Context: an optimization exercise on an open-source flow, tuned for small area and a short achievable clock period. The choices shown serve that exercise and are no tape-out recipe. In this exercise RTL edits were held to simulation tests only and were not proved equivalent to the original. Power is estimated from default activity; no workload was simulated.

// ook_decoder
module ook_decoder (
    input  wire        clk,
    input  wire        rst,
    input  wire        edge_valid,
    input  wire        edge_level,
    input  wire [31:0] edge_ts,
    input  wire        tick,
    output wire        rec_valid,
    output wire [7:0]  rec_id,
    output wire        rec_battery_ok,
    output wire [7:0]  rec_channel,
    output wire [15:0] rec_temp,
    output wire [7:0]  rec_hum,
    output reg  [15:0] ovf_count,
    output reg  [15:0] desync_count
);
Size: about 440 flip-flops, roughly 110 I/O pins, about 19000 um^2 of cells after synthesis.
export LEC_CHECK = 0
export CAP_MARGIN = 20
export CORE_MARGIN = 2
export CORE_UTILIZATION = 70
export CTS_CLUSTER_DIAMETER = 100
export CTS_CLUSTER_SIZE = 20
export SLEW_MARGIN = 20
create_clock -name core_clock -period 10.0 [get_ports {clk}]
standard.sh (not shown) runs the stock make flow with config.mk's settings and CLKGATE_MAP_FILE= SYNTH_SCRIPT=/design/flow/synth_recipe.tcl, a recipe that flattens the netlist after the stock synthesis.
==> flow/flow/run.sh <==
#!/bin/bash
# The standard layout (standard.sh), with these changes:
# - synthesis leaves adders to ABC instead of mapping them to the
#   library's half/full adder cells (ADDER_MAP_FILE empty), so that the
#   timestamp window logic is built as shallow logic;
# - the timing repair after placement, CTS and global routing aims for a
#   margin below the clock period;
# - the port buffers are a small plain buffer cell.
set -euo pipefail
bash standard.sh ADDER_MAP_FILE= SETUP_SLACK_MARGIN=6 \
  "BUFFER_PORTS_ARGS=-buffer_cell sky130_fd_sc_hd__buf_2" finish > flow_standard.log 2>&1
Edit:
--- a/flow/config.mk
+++ b/flow/config.mk
@@ -10 +10 @@
-export CORE_UTILIZATION = 70
+export CORE_UTILIZATION = 60
Result:
- The new run went through all stages and came out clean
- total power rose by 0.79%
- combinational power hardly moves
- count of clock-buffer cells in the layout rose by 1
- die area increases by 16%
- sequential cell count stays the same
- core utilization decreases by 10 points
- hold slack is worse by 0.010 ns
Edit:
--- a/flow/flow/run.sh
+++ b/flow/flow/run.sh
@@ -5 +5,2 @@
-#   timestamp window logic is built as shallow logic;
+#   timestamp window logic is built as shallow logic, and ABC maps for a
+#   heavier load per gate;
@@ -10 +11 @@
-bash standard.sh ADDER_MAP_FILE= SETUP_SLACK_MARGIN=6 \
+bash standard.sh ADDER_MAP_FILE= ABC_LOAD_IN_FF=15 SETUP_SLACK_MARGIN=6 \
After rerunning:
- The changed run produced a clean layout
- worst hold slack loses 0.0097 ns
- flip-flop and latch count does not change
- worst setup slack gains 0.11 ns
- clock power hardly moves
- critical path depth does not change
- first-iteration DRC count goes down by about a fifth
- global-route usage goes up by 0.69 points
- synthesized area stays flat
Edit:
--- a/flow/flow/run.sh
+++ b/flow/flow/run.sh
@@ -5,2 +5 @@
-#   timestamp window logic is built as shallow logic, and ABC maps for a
-#   heavier load per gate;
+#   timestamp window logic is built as shallow logic;
@@ -11,2 +10,2 @@
-bash standard.sh ADDER_MAP_FILE= ABC_LOAD_IN_FF=15 SETUP_SLACK_MARGIN=6 \
-  "BUFFER_PORTS_ARGS=-buffer_cell sky130_fd_sc_hd__buf_2" finish > flow_standard.log 2>&1
+bash standard.sh ADDER_MAP_FILE= SETUP_SLACK_MARGIN=6 \
+  "BUFFER_PORTS_ARGS=-buffer_cell sky130_fd_sc_hd__buf_1" finish > flow_standard.log 2>&1
--- a/flow/config.mk
+++ b/flow/config.mk
@@ -10 +10 @@
-export CORE_UTILIZATION = 60
+export CORE_UTILIZATION = 70
Critical path depth is unchanged. Count of clock-buffer cells in the layout grows by 1. Setup slack degrades by 0.086 ns. Cell area barely changes.
Edit:
--- a/flow/flow/run.sh
+++ b/flow/flow/run.sh
@@ -10,2 +10,2 @@
-bash standard.sh ADDER_MAP_FILE= SETUP_SLACK_MARGIN=6 \
-  "BUFFER_PORTS_ARGS=-buffer_cell sky130_fd_sc_hd__buf_1" finish > flow_standard.log 2>&1
+bash standard.sh ADDER_MAP_FILE= SETUP_SLACK_MARGIN=6.5 \
+  "BUFFER_PORTS_ARGS=-buffer_cell sky130_fd_sc_hd__buf_2" finish > flow_standard.log 2>&1
--- a/flow/config.mk
+++ b/flow/config.mk
@@ -10 +10 @@
-export CORE_UTILIZATION = 70
+export CORE_UTILIZATION = 60
Effect: The changed run finished clean; total power went down slightly; routed wire length went up by a few percent; clock power went down by a few percent; die area went up by about a fifth; final area went up slightly; worst setup slack loses 0.025 ns; clock skew went up by 0.010 ns; cell count went up slightly; core utilization went down by 9.5 points; count of clock-buffer cells in the layout went down by 2.
Edit:
--- a/flow/flow/run.sh
+++ b/flow/flow/run.sh
@@ -5 +5,2 @@
-#   timestamp window logic is built as shallow logic;
+#   timestamp window logic is built as shallow logic, and ABC maps for a
+#   heavier load per gate;
@@ -10 +11 @@
-bash standard.sh ADDER_MAP_FILE= SETUP_SLACK_MARGIN=6.5 \
+bash standard.sh ADDER_MAP_FILE= ABC_LOAD_IN_FF=30 SETUP_SLACK_MARGIN=6 \
After rerunning: Clock skew decreases by 0.0074 ns. Flip-flop and latch count does not change. Wire length decreases by 4.1%. Global-route usage decreases by 1.5 points. Fmax barely changes. Worst hold slack barely changes.

========
== build 58 ==
ook_decoder, a different RTL version from the one above (not shown whole).
Size in the first run: about 110 I/O pins, ~19,000 sq um of cells after synthesis.
clock: 10.0 ns
lec_check: 0
cap_margin: 20
core_margin: 2
core_utilization: 60
cts_cluster_diameter: 100
cts_cluster_size: 20
slew_margin: 20
synth_hierarchical: 1
==> flow/flow/run.sh <==
#!/bin/bash
# The standard layout (standard.sh), with these changes:
# - synthesis leaves adders to ABC instead of mapping them to the
#   library's half/full adder cells (ADDER_MAP_FILE empty), so that the
#   timestamp window logic is built as shallow logic;
# - the timing repair after placement, CTS and global routing aims for a
#   margin below the clock period;
# - the port buffers are a small plain buffer cell.
set -euo pipefail
bash standard.sh ADDER_MAP_FILE= SETUP_SLACK_MARGIN=6 \
  "BUFFER_PORTS_ARGS=-buffer_cell sky130_fd_sc_hd__buf_2" finish > flow_standard.log 2>&1
Modified inputs, build 48 compared to build 58
- clearing SYNTH_HIERARCHICAL, which used to be 1
--- a/flow/flow/run.sh
+++ b/flow/flow/run.sh
@@ -4 +4,2 @@
-#   library's half/full adder cells (ADDER_MAP_FILE empty), so that the
+#   library's half/full adder cells (ADDER_MAP_FILE empty), and does not
+#   use the slow 3- and 4-input OR/AND/majority and 2111 cells, so that the
@@ -10 +11,7 @@
-bash standard.sh ADDER_MAP_FILE= SETUP_SLACK_MARGIN=6 \
+# the platform's don't-use list, plus the slow cells
+DU=$(make -s -C "$FLOW_HOME" DESIGN_CONFIG="$PWD/config.mk" WORK_HOME="$PWD/orfs" print-DONT_USE_CELLS | sed -n 's/^DONT_USE_CELLS: //p')
+LIB="$FLOW_HOME/platforms/sky130hd/lib/sky130_fd_sc_hd__tt_025C_1v80.lib"
+EXTRA=$(grep -oE 'cell \("?sky130_fd_sc_hd__(or3|or3b|or4|or4b|or4bb|and4|and4b|and4bb|a2111o|a2111oi|o2111a|o2111ai|maj3)_[0-9]+' "$LIB" | sed -E 's/cell \("?//' | tr '\n' ' ')
+[ -n "$DU" ] || { echo "no platform dont-use list" >&2; exit 1; }
+echo "DONT_USE_CELLS=$DU $EXTRA" > flow_dont_use.log
+bash standard.sh ADDER_MAP_FILE= SETUP_SLACK_MARGIN=6 "DONT_USE_CELLS=$DU $EXTRA" \
Build 48: done, clean on timing, DRC and antenna. Compared with build 58, build 48 shows a higher power. Build 48 has fraction of standard cell area in multi-input logic above what build 58 had. Compare build 58 and build 48 | tightest hold margin higher: build 48. Summary of build 48 over build 58: count of cell instances traversed by the critical path now larger; cell count after synthesis increased by about 3% relative to the old numbers; setup slack shows an increase of 0.42 ns; area of the die went up 0.65%; via count now larger.
Input changes introduced in build 87 (baseline for comparison: build 48):
==> flow/flow/run.sh <==
#!/bin/bash
# The standard layout (standard.sh), with these changes:
# - synthesis leaves adders to ABC instead of mapping them to the
#   library's half/full adder cells (ADDER_MAP_FILE empty), so that the
#   timestamp window logic is built as shallow logic;
# - the timing repair after placement, CTS and global routing aims for a
#   margin below the clock period;
# - the port buffers are a small plain buffer cell.
set -euo pipefail
bash standard.sh ADDER_MAP_FILE= SETUP_SLACK_MARGIN=5.5 \
  "BUFFER_PORTS_ARGS=-buffer_cell sky130_fd_sc_hd__buf_2" finish > flow_standard.log 2>&1
### Flow results
- o311a_4 as the cell with the largest stage delay on the worst path was reported by build 48, and or4_4 by build 87.
- The worst setup slack after placement in build 87 sits 0.11 ns below the value recorded for build 48.
- Changes observed in build 87 relative to build 48: met1 wire length moved down; clock skew moved up; met3 layer usage reported by global route moved down; critical path required time level.
- Diff build 48 -> build 87: number of max-slew violations in the final report saw little to no change; average cell area after synthesis stayed essentially flat; aggregate global-route resource usage fell 0.54 points; total number of nets in the final design now sits lower.
#### Input delta (build 23 over build 87)
--- a/flow/flow/run.sh
+++ b/flow/flow/run.sh
@@ -10 +10 @@
-bash standard.sh ADDER_MAP_FILE= SETUP_SLACK_MARGIN=5.5 \
+bash standard.sh ADDER_MAP_FILE= SETUP_SLACK_MARGIN=6 \
==> comparison <==
Build 23 reports a higher combined area of the multi-input logic cells than build 87 does. Build 87 and build 23 ended up with nearly the same fraction of area in multi-input gates. Build 23 vs build 87, worst endpoint data arrival time went down by 0.10 ns. On total power draw, build 23 tracks build 87 almost exactly. Ratio of cells with drive above 1 in the final layout was lower in build 87 than in build 23. Relative to build 87, post-route minimum period decreased by 0.081 ns in build 23. Compared with build 87, build 23 shows core utilization higher by 0.61 points. ~same part of the total power dissipated in sequential elements in build 87 and build 23. Lower part of the cycle the worst path needs among build 87 and build 23: build 23. Of build 23 and build 87, it is build 23 that has the higher count of plain and timing-repair buffers.

==> separate check: timing with driven ports <==
How much do the figures lean on ideal ports? The routed layouts below were timed once more, with nothing changed but the port constraints. Step 1, drivers: a clkbuf_16 drives clk and a buf_2 each remaining input, both assumed. Step 2, shift: input delay + t, output delay - t, t = (earliest + latest rising clock arrival at the registers) / 2. This alone moves slack from input paths to output paths. Three values: ideal, step 1, step 2; two values: the first two.
| run | shift t [ns] | setup slack, ns | hold WS [ns] | worst setup path after step 2 | slew at the worst register clock pin (ns) |
|---|---|---|---|---|---|
| the first run of note 1 | 0.603 | 5.748 / 5.746 / 5.143 | 0.360 / 0.360 / 0.360 | input to register | 0.09 / 0.09 |
| the second run of note 1 | 0.600 | 5.799 / 5.813 / 5.213 | 0.350 / 0.350 / 0.350 | input to register | 0.09 / 0.09 |
| the third run of note 1 | 0.599 | 5.905 / 5.912 / 5.314 | 0.340 / 0.340 / 0.340 | input to register | 0.09 / 0.09 |
| the fourth run of note 1 | 0.599 | 5.818 / 5.833 / 5.234 | 0.346 / 0.346 / 0.346 | input to register | 0.09 / 0.09 |
| the fifth run of note 1 | 0.599 | 5.793 / 5.785 / 5.186 | 0.350 / 0.350 / 0.350 | input to register | 0.09 / 0.09 |
| the sixth run of note 1 | 0.606 | 5.784 / 5.801 / 5.195 | 0.353 / 0.353 / 0.353 | input to register | 0.09 / 0.09 |
| build 58 | 0.597 | 5.301 / 5.312 / 4.716 | 0.346 / 0.346 / 0.346 | input to register | 0.09 / 0.09 |
| build 48 | 0.595 | 5.726 / 5.729 / 5.134 | 0.366 / 0.366 / 0.366 | input to register | 0.09 / 0.09 |
| build 87 | 0.589 | 5.570 / 5.572 / 4.983 | 0.383 / 0.383 / 0.383 | input to register | 0.09 / 0.09 |
| build 23 | 0.581 | 5.651 / 5.653 / 5.072 | 0.356 / 0.356 / 0.356 | input to register | 0.09 / 0.09 |
After both steps every run listed still meets setup and hold. The setup slack of the fifth run of note 1, which loses most, moves by -0.008 ns with the drivers and by -0.607 ns with both steps.
